From an optimization exercise on the open Yosys and OpenROAD flow, aimed at small area; shortcuts taken in it are not production practice. No run shown here included a check of the RTL's function; only the layout flow was run. Power figures rest on the tool's default switching activity, not on a simulated workload.

===== constraint.sdc =====
create_clock -name core_clock -period 6.0 [get_ports {clk}]
set_input_delay 1.2000 -clock core_clock [delete_from_list [all_inputs] [get_ports {clk}]]
set_output_delay 1.2000 -clock core_clock [all_outputs]
set_load 0.01 [all_outputs]

===== design.v =====
module segblk (
    input  wire         clk,
    input  wire         rst,           
    input  wire         cmd_valid,
    input  wire [31:0]  cmd,
    input  wire [15:0]  cnt_i,         
    input  wire         btn_i,         
    input  wire [3:0]   enc_digit_i,   
    input  wire [5:0]   obs_addr_i,    
    output wire [159:0] bank_o,        
    output wire         cmd_ready_o,
    output wire         blink_evt_o,
    output wire         btn_evt_o,
    output wire         ill_o,
    output wire [15:0]  enc_code_o,
    output wire         enc_valid_o,
    output reg  [7:0]   obs_data_o
);
    reg [95:0]  disp_q;        
    reg         blink_bit_q;   
    reg         btn_bit_q;     
    reg [15:0]  tick_last_q;
    reg [31:0]  tick_acc_q;
    reg         btn_held_q;
    reg         blink_evt_q;
    reg         btn_evt_q;
    reg [1:0]   ill_cause_q;
    wire ill_q = ill_cause_q[1] | ill_cause_q[0];
    reg [15:0] enc_code;
    reg        enc_valid;
    always @* begin
        enc_valid = 1'b1;
        case (enc_digit_i)
            4'd0:    enc_code = 16'h5559;
            4'd1:    enc_code = 16'h0118;
            4'd2:    enc_code = 16'h1E11;
            4'd3:    enc_code = 16'h1B11;
            4'd4:    enc_code = 16'h0B50;
            4'd5:    enc_code = 16'h1B41;
            4'd6:    enc_code = 16'h1F41;
            4'd7:    enc_code = 16'h0111;
            4'd8:    enc_code = 16'h1F51;
            4'd9:    enc_code = 16'h1B51;
            4'd15:   enc_code = 16'h0000;
            default: begin
                enc_code  = 16'h0000;
                enc_valid = 1'b0;
            end
        endcase
    end
    assign enc_code_o  = enc_code;
    assign enc_valid_o = enc_valid;
    wire [3:0] op  = cmd[31:28];
    wire [2:0] pos = cmd[26:24];
    wire [3:0] dig = cmd[19:16];
    wire nz_ra   = cmd[27];
    wire nz_pos  = |cmd[26:24];
    wire nz_rb   = |cmd[23:20];
    wire nz_dig  = |cmd[19:16];
    wire nz_code = |cmd[15:0];
    wire op_res  = op[3] | (op[2] & op[1]);            
    wire op_dsp  = ~op[3] & ~op[2] & (op[1] | op[0]);  
    wire op_wrd  = ~op[3] & ~op[2] & ~op[1] &  op[0];
    wire op_wrc  = ~op[3] & ~op[2] &  op[1] & ~op[0];
    wire op_clr  = ~op[3] & ~op[2] &  op[1] &  op[0];
    wire op_blk  = ~op[3] &  op[2] & ~op[1] & ~op[0];
    wire op_btn  = ~op[3] &  op[2] & ~op[1] &  op[0];
    wire bad_fld = nz_ra | nz_rb |
                   (op_wrd ? nz_code :
                    op_wrc ? nz_dig :
                    op_clr ? (nz_dig | nz_code) :
                             (nz_pos | nz_dig | nz_code));
    wire bad_dig = op_wrd & dig[3] & (dig[2] | dig[1]) & ~(dig[2] & dig[1] & dig[0]);
    wire [1:0] cause = op_res  ? 2'd1 :
                       bad_fld ? 2'd2 :
                       bad_dig ? 2'd3 : 2'd0;
    wire legal = cmd_valid & ~op_res & ~bad_fld & ~bad_dig;
    wire do_disp  = legal & op_dsp;
    wire do_blink = legal & op_blk;
    wire do_btn   = legal & op_btn;
    reg [15:0] seg;
    always @* begin
        case (dig)
            4'd0:    seg = 16'h5559;
            4'd1:    seg = 16'h0118;
            4'd2:    seg = 16'h1E11;
            4'd3:    seg = 16'h1B11;
            4'd4:    seg = 16'h0B50;
            4'd5:    seg = 16'h1B41;
            4'd6:    seg = 16'h1F41;
            4'd7:    seg = 16'h0111;
            4'd8:    seg = 16'h1F51;
            4'd9:    seg = 16'h1B51;
            default: seg = 16'h0000;
        endcase
    end
    wire [15:0] wr_code = (op_wrd ? seg : 16'h0000) | cmd[15:0];
    wire [5:0] wr_p, hold_p;
    genvar gp, gi;
    generate
        for (gp = 0; gp < 6; gp = gp + 1) begin : g_pos
            wire sel = do_disp & (pos == gp);
            assign wr_p[gp]   = ~rst & sel;
            assign hold_p[gp] = ~rst & ~sel;
            for (gi = 0; gi < 4; gi = gi + 1) begin : g_nib
                always @(posedge clk)
                    disp_q[4*(6*gi+gp) +: 4] <=
                        ({4{wr_p[gp]}} & wr_code[4*gi +: 4]) |
                        ({4{hold_p[gp]}} & disp_q[4*(6*gi+gp) +: 4]);
            end
        end
    endgenerate
    function [16:0] pfx16;
        input [15:0] x, y;
        input ci;
        input sk;
        reg [15:0] g, p, G, P;
        reg [16:0] c;
        integer k, d, m;
        begin
            g = x & y; p = x ^ y;
            G = g; P = p;
            G[0] = g[0] | (p[0] & ci);
            P[0] = 1'b0;
            if (sk) begin
                for (d = 1; d < 16; d = d * 2)
                    for (k = 0; k < 16; k = k + 1)
                        if ((k / d) % 2 == 1) begin
                            m = (k / d) * d - 1;
                            G[k] = G[k] | (P[k] & G[m]);
                            P[k] = P[k] & P[m];
                        end
            end else begin
                for (d = 1; d < 16; d = d * 2)
                    for (k = 2*d - 1; k < 16; k = k + 2*d) begin
                        G[k] = G[k] | (P[k] & G[k-d]);
                        P[k] = P[k] & P[k-d];
                    end
                for (d = 4; d >= 1; d = d / 2)
                    for (k = 3*d - 1; k < 16; k = k + 2*d) begin
                        G[k] = G[k] | (P[k] & G[k-d]);
                        P[k] = P[k] & P[k-d];
                    end
            end
            c[0] = ci;
            for (k = 0; k < 16; k = k + 1) c[k+1] = G[k];
            pfx16 = {c[16], p ^ c[15:0]};
        end
    endfunction
    wire [16:0] d17 = pfx16(cnt_i, ~tick_last_q, 1'b1, 1'b1);
    wire [16:0] s17 = pfx16(tick_acc_q[15:0], d17[15:0], 1'b0, 1'b1);
    wire [15:0] a = s17[15:0];
    wire c16 = s17[16];
    wire [16:0] ones, zeros;
    assign ones[0]  = 1'b1;
    assign zeros[0] = 1'b1;
    generate
        for (gi = 0; gi < 16; gi = gi + 1) begin : g_pre
            assign ones[gi+1]  = ones[gi]  &  tick_acc_q[16+gi];
            assign zeros[gi+1] = zeros[gi] & ~tick_acc_q[16+gi];
        end
    endgenerate
    wire hi_nz = c16 ? ~ones[16] : ~zeros[16];
    wire [16:7] zp;
    assign zp[7] = 1'b1;
    generate
        for (gi = 7; gi < 16; gi = gi + 1) begin : g_zp
            assign zp[gi+1] = ~|a[gi:7];
        end
    endgenerate
    wire lo_ge    = a[6] & a[5] & (a[4] | a[3] | a[2]);
    wire fire_raw = hi_nz | ~zp[16] | lo_ge;
    wire fire     = do_blink & fire_raw;
    wire t1 = ~a[2];
    wire t2 = ~a[2] & ~a[3];
    wire b3 = t2 & ~a[4];
    wire t3 = ~b3;
    wire t4 = a[5] & ~b3;
    wire gb = fire_raw & ~lo_ge;
    wire [15:0] lo_next;
    assign lo_next[1:0] = a[1:0];
    assign lo_next[2]   = a[2] ^ fire_raw;
    assign lo_next[3]   = a[3] ^ (fire_raw & t1);
    assign lo_next[4]   = a[4] ^ (fire_raw & t2);
    assign lo_next[5]   = a[5] ^ (fire_raw & t3);
    assign lo_next[6]   = a[6] ^ (fire_raw & t4);
    generate
        for (gi = 7; gi < 16; gi = gi + 1) begin : g_dec
            assign lo_next[gi] = a[gi] ^ (gb & zp[gi]);
        end
    endgenerate
    wire g16 = gb & zp[16];
    wire blk_wr   = do_blink & ~rst;
    wire blk_hold = ~do_blink & ~rst;
    wire inc = blk_wr & c16 & ~g16;
    wire dec = blk_wr & g16 & ~c16;
    wire [15:0] hi_next;
    generate
        for (gi = 0; gi < 16; gi = gi + 1) begin : g_hi
            assign hi_next[gi] = tick_acc_q[16+gi] ^ ((inc & ones[gi]) | (dec & zeros[gi]));
        end
    endgenerate
    wire btn_fire = do_btn & btn_i & btn_held_q;
    always @(posedge clk) begin
        tick_last_q <= ({16{blk_wr}} & cnt_i) | ({16{blk_hold}} & tick_last_q);
        tick_acc_q  <= {hi_next & {16{~rst}},
                        ({16{blk_wr}} & lo_next) | ({16{blk_hold}} & tick_acc_q[15:0])};
        blink_bit_q <= ~rst & (blink_bit_q ^ fire);
        btn_bit_q   <= ~rst & (btn_bit_q ^ btn_fire);
        blink_evt_q <= ~rst & fire;
        btn_evt_q   <= ~rst & btn_fire;
        btn_held_q  <= ~rst & (do_btn ? ~btn_i : btn_held_q);
        if (rst)
            ill_cause_q <= 2'd0;
        else if (cmd_valid & ~ill_q)
            ill_cause_q <= cause;
    end
    wire [7:0] bank [0:19];
    generate
        for (gi = 0; gi < 4; gi = gi + 1) begin : g_bank
            assign bank[5*gi+0] = {disp_q[4*(6*gi+1) +: 4], disp_q[4*(6*gi+0) +: 4]};
            assign bank[5*gi+1] = {disp_q[4*(6*gi+3) +: 4], disp_q[4*(6*gi+2) +: 4]};
            assign bank[5*gi+2] = {disp_q[4*(6*gi+5) +: 4], disp_q[4*(6*gi+4) +: 4]};
            assign bank[5*gi+3] = (gi == 0) ? {7'd0, blink_bit_q} : 8'd0;
            assign bank[5*gi+4] = 8'd0;
        end
        for (gi = 0; gi < 20; gi = gi + 1) begin : g_bo
            assign bank_o[8*gi +: 8] = (gi == 8) ? {7'd0, btn_bit_q} : bank[gi];
        end
    endgenerate
    assign cmd_ready_o = 1'b1;
    assign blink_evt_o = blink_evt_q;
    assign btn_evt_o   = btn_evt_q;
    assign ill_o       = ill_q;
    wire [7:0] status = {2'b00, btn_evt_q, blink_evt_q, btn_held_q, ill_cause_q, ill_q};
    always @* begin
        case (obs_addr_i)
            6'h00: obs_data_o = bank_o[  7:  0];
            6'h01: obs_data_o = bank_o[ 15:  8];
            6'h02: obs_data_o = bank_o[ 23: 16];
            6'h03: obs_data_o = bank_o[ 31: 24];
            6'h05: obs_data_o = bank_o[ 47: 40];
            6'h06: obs_data_o = bank_o[ 55: 48];
            6'h07: obs_data_o = bank_o[ 63: 56];
            6'h08: obs_data_o = bank_o[ 71: 64];
            6'h0A: obs_data_o = bank_o[ 87: 80];
            6'h0B: obs_data_o = bank_o[ 95: 88];
            6'h0C: obs_data_o = bank_o[103: 96];
            6'h0F: obs_data_o = bank_o[127:120];
            6'h10: obs_data_o = bank_o[135:128];
            6'h11: obs_data_o = bank_o[143:136];
            6'h14: obs_data_o = tick_last_q[7:0];
            6'h15: obs_data_o = tick_last_q[15:8];
            6'h18: obs_data_o = tick_acc_q[7:0];
            6'h19: obs_data_o = tick_acc_q[15:8];
            6'h1A: obs_data_o = tick_acc_q[23:16];
            6'h1B: obs_data_o = tick_acc_q[31:24];
            6'h1C: obs_data_o = status;
            default: obs_data_o = 8'h00;
        endcase
    end
endmodule

===== flow/synth.tcl =====
# The standard synthesis script (synth_recipe.tcl), with the ABC script
# replaced by flow/area.abc: the same Yosys steps, register mapping,
# flattening and renaming; only the combinational cell mapping differs.
proc synth {args} { yosys synth -nofsm -noshare {*}$args }
proc abc {args} {
  set i [lsearch -exact $args -script]
  if {$i >= 0} { set args [lreplace $args [expr {$i+1}] [expr {$i+1}] $::env(FLOW_ABC_SCRIPT)] }
  yosys abc {*}$args
}
source $::env(SCRIPTS_DIR)/synth.tcl
# left out here: clear keep_hierarchy, flatten, clean up, hide names made inside functions, write 1_2_yosys.v

===== flow/area.abc =====
strash
&get -n
&st
&dch -f
&nf -R 1000
&put
strash
&get -n
&st
&dch -f
&nf -R 1000
&put
topo

===== config.mk =====
export PLATFORM = sky130hd
export DESIGN_NAME = segblk
export DESIGN_NICKNAME = segblk
export VERILOG_FILES = /design/flow/design.v
export SDC_FILE = /design/flow/constraint.sdc
export NUM_CORES = 4
export LEC_CHECK = 0
export ABC_AREA = 1
export CAP_MARGIN = 20
export CORE_MARGIN = 2
export CORE_UTILIZATION = 40
export GPL_TIMING_DRIVEN = 0
export SLEW_MARGIN = 20

===== standard.sh =====
#!/bin/bash
# synth_recipe.tcl (not shown) runs the flow's synth.tcl, then flattens the netlist and writes it again
# the make line also repeats each setting of config.mk as NAME=value (left out here)
make -C /OpenROAD-flow-scripts/flow DESIGN_CONFIG=/design/flow/config.mk WORK_HOME=/design/flow/orfs CLKGATE_MAP_FILE= SYNTH_SCRIPT=/design/flow/synth_recipe.tcl "${@:-finish}"

===== flow/run.sh =====
#!/bin/bash
# Standard layout (standard.sh) with these changes:
#  - synthesis maps the logic with an area-oriented ABC script
#    (flow/synth.tcl, flow/area.abc) and without the full-adder cell
#    extraction (ADDER_MAP_FILE empty); everything else in synthesis is
#    synth_recipe.tcl's;
#  - port buffers use the smallest buffer cell instead of the resizer's
#    default pick (a delay cell);
#  - buffers left by synthesis are removed at floorplan, as the default
#    timing-driven placement would do;
#  - the clock tree uses clkbuf_8 cells and no dummy loads.
set -euo pipefail
here=$(pwd)
export FLOW_ABC_SCRIPT=$here/flow/area.abc
export BUFFER_PORTS_ARGS="-buffer_cell sky130_fd_sc_hd__buf_1"
export REMOVE_ABC_BUFFERS=1
export ADDER_MAP_FILE=
export CTS_ARGS="-sink_clustering_enable -repair_clock_nets -buf_list sky130_fd_sc_hd__clkbuf_8 -sink_clustering_size 30 -sink_clustering_max_diameter 120 -dont_use_dummy_load"
sed "s#SYNTH_SCRIPT=[^ ]*#SYNTH_SCRIPT=$here/flow/synth.tcl#" standard.sh > own_standard.sh
bash own_standard.sh > standard_flow.log 2>&1

==> results of run 1 <==
-- Yosys cell counts (all sizes together) --
library cell / instances
maj3: 6
a221oi: 15
a211oi: 1
clkinv: 16
dfxtp: 151
a41oi: 2
buf: 72
o2bb2ai: 1
nor2: 97
nand3b: 3
nand4: 13
or4: 2
a22o: 70
nand2b: 21
xnor2: 57
a21boi: 2
nor4: 10
o21a: 1
a31oi: 8
or2: 8
nor2b: 21
a222oi: 7
o31a: 1
o21ai: 90
mux2i: 1
and2: 5
a21o: 4
or3: 12
a311oi: 1
nor3b: 2
conb: 2
nand2: 126
nor3: 27
a21oi: 19
nand3: 25
a22oi: 37
and4: 3
and3: 6
o22ai: 2
o31ai: 1
xor2: 26
-- logic make-up after synthesis --
| kind of cell | Yosys count | share of synthesized area (%) |
|---|---|---|
| compound gates | 262 | 22.6 |
| xor+xnor | 83 | 9.07 |
| fa+ha+maj | 6 | 0.749 |
| buf+inv | 88 | 7.49 |
| other cells | 2 | 0.0937 |
| mux | 1 | 0.125 |
| flops | 151 | 37.7 |
| simple gates | 381 | 22.2 |
-- worst paths after layout --
| check | startpoint | endpoint | slack [ns] |
|---|---|---|---|
| worst max-delay path | cnt_i[3] | tick_acc_q[29]$_DFF_P_ | 0.13 |
| worst min-delay path | disp_q[61]$_DFF_P_ | disp_q[61]$_DFF_P_ | 0.49 |
| worst max register to register | tick_last_q[2]$_DFF_P_ | tick_acc_q[29]$_DFF_P_ | 0.46 |
| worst min register to register | disp_q[61]$_DFF_P_ | disp_q[61]$_DFF_P_ | 0.49 |
-- metal layers --
metal  up-vias  wire length [um]  share of wire [%]
met3        58              2430                8.2
met1      3895             12700                 43
li1       3833                 -                  -
met4         0               996                3.4
met2       383             13600                 46
met5         -                 0                  0
-- report_power, final --
group,internal [mW],total (mW),switching (mW)
logic,0.0766,0.241,0.165
registers,1.00,1.00,0.00154
clock network,0.250,0.598,0.348
-- through the flow --
stage	hold slack (ns)	area, um^2	setup slack, ns
2_1_floorplan	0.455	7730	-0.394
3_3_place_gp	0.463	8740	-1.67
3_5_place_dp	0.466	8870	-1.66
4_1_cts	0.491	9250	0.0000648
5_1_grt	0.519	9770	-0.132
6_report	0.488	9770	0.132
-- sequential cells by signal, summed over array words and instances, names as in the netlist --
signal	count
blink_bit_q	1
blink_evt_q	1
btn_bit_q	1
btn_evt_q	1
btn_held_q	1
disp_q	96
ill_cause_q	2
tick_acc_q	32
tick_last_q	16
-- final cells by class --
class	instances	area [um^2]
fill	1985	9820
multi-input combinational	803	5170
sequential	151	3020
timing repair buffer	209	947
tap	265	332
clock buffer	17	234
inverter	16	60.1
-- repair_timing --
action	4_1_cts	5_1_grt
buffers inserted	5	18
pin swaps	12	37
hold buffers	0	0
gates cloned	0	1
resized for setup	29	77
endpoints found under the setup margin	31	26
-- worst max-delay path, delay by kind of cell --
family	cells	cell delay [ns]
simple gates	14	2.25
compound gates	9	1.19
xor+xnor	4	0.80
fa+ha+maj	2	0.61
buf+inv	1	0.11
==> flow_summary_export.csv, run 1 <==
group,metric,value,unit
worst_setup_path,crit_required,6.32,ns
sta,report.final.slew_viol_count,0,
sta,setup_viol,0,
worst_setup_path,worstSetupPathType,"input port to flip-flop",
synthesis,avgSynthCellArea,8.23,um^2
grt,use_met2,41.7,%
grt,antenna_found_initial,0,
worst_setup_path,crit_fanout,5,
finish,nNetsFinal,1260,
finish,final_common_cell,"buf_1",
finish,post-route-util,49.8,%
sta,clock.fmax,0.170,GHz
detailed_routing,drc,0,
worst_hold_path,hold_depth,2,
synthesis,yosysSeqAreaShare,37.7,%
clock_network,clkTransAtPathRegs,0.08,ns
finish,finalNonFillerCells,1461,
synthesis,synth_top_cell_area_share,37.7,%
clock_network,cts_tree,"yes",
sta,slew_headroom,29.6,%
power_and_ir_drop,vdd_ir_drop_max,0.136,mV
worst_setup_path,cp.arrival,6.18,ns
detailed_routing,drt_pass1_iterations,5,
sta,min_period,5.87,ns
detailed_routing,detail-route-antenna-nets,0,
status,status,"complete, no violations",
die,initial_core_util,40.9,%
synthesis,synth_warnings,1,
detailed_routing,wl_per_cell,20.3,um
synthesis,synth_cell_types,41,
sta,finalHoldViolations,0,
worst_setup_path,end_kind,"flip-flop",
clock_network,clk_path_buf_depth,2,
sta,fin_crit_sh,97.8,%
place,dp_cells,1420,
grt,grt.met3_usage,5.99,%
synthesis,ys_ff_latch,151,
detailed_routing,wirelength,29700,um
sta,worst_pin_slew,1.05,ns
synthesis,netlist_instances,974,
finish,area_delta_synth_final,21.8,%
grt,grt-busiest-layer,"met2",
die,dieArea,21200,um^2
power_and_ir_drop,p_leak,3.57,nW
detailed_routing,via_per_inst,5.59,
die,fp.dieW,146,um
place,hpwl,21900,um
clock_network,cts_sinks,151,
power_and_ir_drop,p_per_area,189,nW/um^2
grt,met1_usage,36.5,%
place,portBuffers,181,
synthesis,synth_area_leader_cell,"dfxtp_1",
die,core_area,19600,um^2
clock_network,cts-root-buf,"clkbuf_8",
die,ios,251,
grt,grt_pass1_vias,7310,
synthesis,netlist_area,8020,um^2
grt,grt_first_pass_wirelength,43500,um
sta,setup_tns,0,ns
clock_network,h-tree-depth,4,
place,gp_congestion,0.928,
grt,globalRouteOverflowTotal,0,
worst_setup_path,cp_slowest_cell,"or3_4",
worst_hold_path,hp-class,"flip-flop to flip-flop",
worst_setup_path,start_kind,"input port",
flow_run,maxCapViolCount,0,
die,num_rows,51,
finish,antenna_cells,0,
finish,final_cell_mix,"176 x buf_1, 151 x dfxtp_1, 125 x nand2_1, 91 x nor2_1, 81 x o21ai_0",
die,die_h,146,um
detailed_routing,drt-initial-drc-count,770,
worst_setup_path,critical-path-max-stage-delay,0.45,ns
worst_setup_path,reg2regPathDepth,29,
clock_network,numCtsBuffers,17,
detailed_routing,vias,8169,
synthesis,yosys-top-cells-area,"dfxtp_1 38%, a22o_1 7.6%, buf_4 6.7%",
grt,track_usage,26.7,%
grt,grt_max_degree,33,
power_and_ir_drop,finalPower,1.84,mW
clock_network,clk_latency,0.47,ns
sta,fin_skew,0.0311,ns
finish,drive_gt1_share,10.5,%
==> inputs of run 2 (changes only) <==
--- a/flow/area.abc
+++ b/flow/area.abc
@@ -1 +1,7 @@
+strash
+&get -n
+&st
+&dch -f
+&nf -R 1000
+&put
 strash
==> run 2 against run 1 <==
Compared with the run above:
- now fails the layout checks on setup timing
- via count up 1.1%
- clock skew grew 0.0029 ns
- cell count down 0.27%
- first-iteration DRC count up 29%
- global-route usage is 1.7 points higher
- largest power group unchanged
- register-to-register slack got worse by 0.50 ns
==> flow_summary_export.csv, run 2 <==
group,metric,value,unit
status,status,"complete, but fails checks",
status,failed_checks,"setup timing",
grt,grt_max_degree,25,
power_and_ir_drop,p_leak,3.67,nW
finish,top_regs,"disp_q x96, tick_acc_q x32, tick_last_q x16",
finish,multi_input_area,5060,um^2
detailed_routing,drt-initial-drc-count,997,
synthesis,synth_top_family_by_area,"compound AO/OA/AOI/OAI gates",
sta,finalHoldViolations,0,
detailed_routing,detail-route-antenna-nets,0,
power_and_ir_drop,pwr-share-seq,54.8,%
clock_network,cts-root-buf,"clkbuf_8",
detailed_routing,vias,8255,
worst_setup_path,crit_required,6.33,ns
finish,area_delta_synth_final,25.3,%
die,num_rows,51,
synthesis,synth_area_leader_cell,"dfxtp_1",
sta,slew_headroom,23.1,%
synthesis,yosys.area_share.simple,20.1,%
sta,grt_setup_unrepaired,"true",
clock_network,clkTransAtPathRegs,0.08,ns
finish,final_common_cell,"buf_1",
worst_setup_path,start_kind,"input port",
finish,top_register,"disp_q",
clock_network,cts_tree,"yes",
synthesis,avgSynthCellArea,8.42,um^2
grt,grt_first_pass_wirelength,43800,um
clock_network,numCtsBuffers,17,
detailed_routing,via_per_inst,5.67,
worst_setup_path,worstSetupPathType,"input port to flip-flop",
finish,nFillCells,1918,
power_and_ir_drop,p_sw_share,27.4,%
synthesis,synth_cell_types,46,
sta,clock.fmax,0.157,GHz
grt,antenna_found_initial,0,
sta,fin_crit_sh,106,%
synthesis,yosys-top-cells-area,"dfxtp_1 38%, buf_4 6.8%, a22o_1 6.7%",
worst_setup_path,cp_slowest_cell,"or3b_4",
flow_run,maxCapViolCount,0,
detailed_routing,wirelength,30600,um
worst_setup_path,crit_top_cell,"buf_4",
sta,fin_ws,-0.378,ns
clock_network,holdBufCountCts,0,
synthesis,yosysSeqAreaShare,38.1,%
synthesis,synthFlopType,"dfxtp_1",
grt,grt_pass1_vias,7344,
die,die_h,145,um
detailed_routing,wl_per_cell,21.0,um
power_and_ir_drop,clkPwrFrac,32.7,%
power_and_ir_drop,internal_power,1.33,mW
power_and_ir_drop,vdd_ir_drop_max,0.144,mV
synthesis,yosys-top-cells-count,"151 x dfxtp_1, 118 x nand2_1, 91 x nor2_1",
worst_setup_path,cp.arrival,6.70,ns
sta,worst_pin_slew,1.15,ns
finish,post-route-util,51.0,%
finish,finalNonFillerCells,1457,
sta,fin_skew,0.0340,ns
die,fp.dieW,145,um
die,core_area,19500,um^2
die,dieArea,21000,um^2
clock_network,cts_sinks,151,
power_and_ir_drop,finalPower,1.83,mW
finish,antenna_cells,0,
worst_setup_path,crit_fanout,6,
finish,nNetsFinal,1256,
synthesis,synth_warnings,1,
finish,seq_area,3020,um^2
die,initial_core_util,40.7,%
clock_network,clk_path_buf_depth,2,
worst_setup_path,critical-path-max-stage-delay,0.43,ns
synthesis,async_flop_share,0,%
synthesis,ys_ff_latch,151,
synthesis,netlist_instances,941,
finish,drive_gt1_share,14.7,%
place,portBuffers,181,
finish,largest_register_ffs,96,
synthesis,synth-compound-area-share,22.7,%
synthesis,netlist_area,7930,um^2
sta,setup_viol,25,
clock_network,h-tree-depth,4,
synthesis,synth_top_cell_area_share,38.1,%
sta,report.final.slew_viol_count,0,
die,ios,251,
synthesis,synthMuxAreaShare,0.253,%
power_and_ir_drop,power.net_switching,0.502,mW
power_and_ir_drop,p_comb_share,12.5,%
place,gp_congestion,0.967,
synthesis,yosysMostFrequentCell,"dfxtp_1",
worst_hold_path,hp-class,"flip-flop to flip-flop",
synthesis,synth_fa_ha_area_share,1.39,%
sta,min_period,6.38,ns
place,dp_cells,1391,
synthesis,synth-xor-area-share,9.60,%
power_and_ir_drop,p_per_area,185,nW/um^2
detailed_routing,drt_pass1_iterations,7,
clock_network,clk_latency,0.48,ns
grt,globalRouteOverflowTotal,0,
synthesis,synth_edf_count,0,
place,hpwl,22400,um
finish,final_cell_mix,"178 x buf_1, 151 x dfxtp_1, 112 x nand2_1, 78 x nor2_1, 73 x o21ai_0",
worst_setup_path,end_kind,"flip-flop",
grt,track_usage,28.4,%
detailed_routing,drc,0,
==> run 2: critical path: cells and delay by family <==
kind                       cells  cell delay (ns)
adders and majority gates      3             1.05
xor gates and xnor gates       3             0.52
AOI/OAI and AO/OA              7             0.87
and+or+nand+nor               12             1.84
buffers and inverters          9             1.20
==> run 2: cells by family after synthesis <==
family / count (synthesis)
AND/OR/NAND/NOR: 344
other: 2
adder cells (fa/ha/maj): 11
multiplexers: 2
XOR/XNOR: 82
flip-flops: 151
buffers and inverters: 90
AO/OA/AOI/OAI: 259
==> run 2: final cells by class <==
type | count | area share (%)
repair buffers | 239 | 12.1
multi-input cells | 767 | 51.0
inverters | 18 | 0.756
well taps | 265 | 3.34
clock buffers | 17 | 2.36
flip-flops and latches | 151 | 30.4
==> run 2: repair_timing <==
item | 4_1_cts | 5_1_grt
setup buffers | 37 | 13
pin swaps | 51 | 35
gates resized for setup | 86 | 41
setup endpoints to repair | 32 | 32
==> run 2: path summary, 6_finish.rpt <==
path	from	endpoint	slack [ns]	depth (start not counted)
min reg2reg	disp_q[70]$_DFF_P_	disp_q[70]$_DFF_P_	0.49	2
min	disp_q[70]$_DFF_P_	disp_q[70]$_DFF_P_	0.49	2
max	cnt_i[0]	tick_acc_q[27]$_DFF_P_	-0.38	34
max reg2reg	tick_last_q[0]$_DFF_P_	tick_acc_q[27]$_DFF_P_	-0.04	33
==> run 2: power by group through the flow <==
stage / sequential (mW) / combinational (mW) / clock, mW
after global routing: 1.00 / 0.250 / 0.640
after CTS: 1.00 / 0.212 / 0.601
after global placement: 1.03 / 0.183 / 0
after detailed placement: 1.03 / 0.193 / 0
final: 1.00 / 0.230 / 0.599
after floorplan: 1.03 / 0.114 / 0
==> run 2: routing by layer <==
metal / track usage (%) / vias to the layer above / wire [um]
met2: 44.9 / 459 / 14100
met3: 6.48 / 86 / 3040
met5: 0 / - / 0
met1: 38.1 / 3921 / 12400
li1: - / 3789 / -
met4: 9.56 / 0 / 993
==> run 2: metrics by stage <==
stage	setup WS [ns]	instance area (um^2)	hold WS, ns	setup TNS, ns
after floorplan	-1.35	7640	0.452	-28.69
after global placement	-2.64	8650	0.474	-62.71
after detailed placement	-2.61	8820	0.481	-62.66
after CTS	-0.183	9670	0.491	-2.08
after global routing	-0.615	9930	0.511	-12.37
final	-0.378	9930	0.494	-5.90

-- what the ideal ports hide --
How much do the figures lean on ideal ports? The routed layouts below were timed once more, with nothing changed but the port constraints. Step 1, drivers: a clkbuf_16 drives clk and a buf_2 each remaining input, both assumed. Step 2 also shifts input and output timing later by t, the mid clock arrival at the registers, as if the neighbouring blocks saw the same clock. Slacks: no drivers / after step 1 / after step 2; pairs: no drivers / after step 1.
run | t, ns | setup WS [ns] | hold WS [ns] | latest minus earliest clock arrival (ns)
run 1 | 0.494 | 0.132 / 0.133 / -0.361 | 0.488 / 0.488 / 0.488 | 0.038 / 0.038
run 2 | 0.508 | -0.378 / -0.369 / -0.878 | 0.494 / 0.494 / 0.494 | 0.035 / 0.035
With both steps, setup timing fails in run 1, where it was met with ideal ports. The setup slack of run 2, which loses most, moves by +0.009 ns with the drivers and by -0.500 ns with both steps.
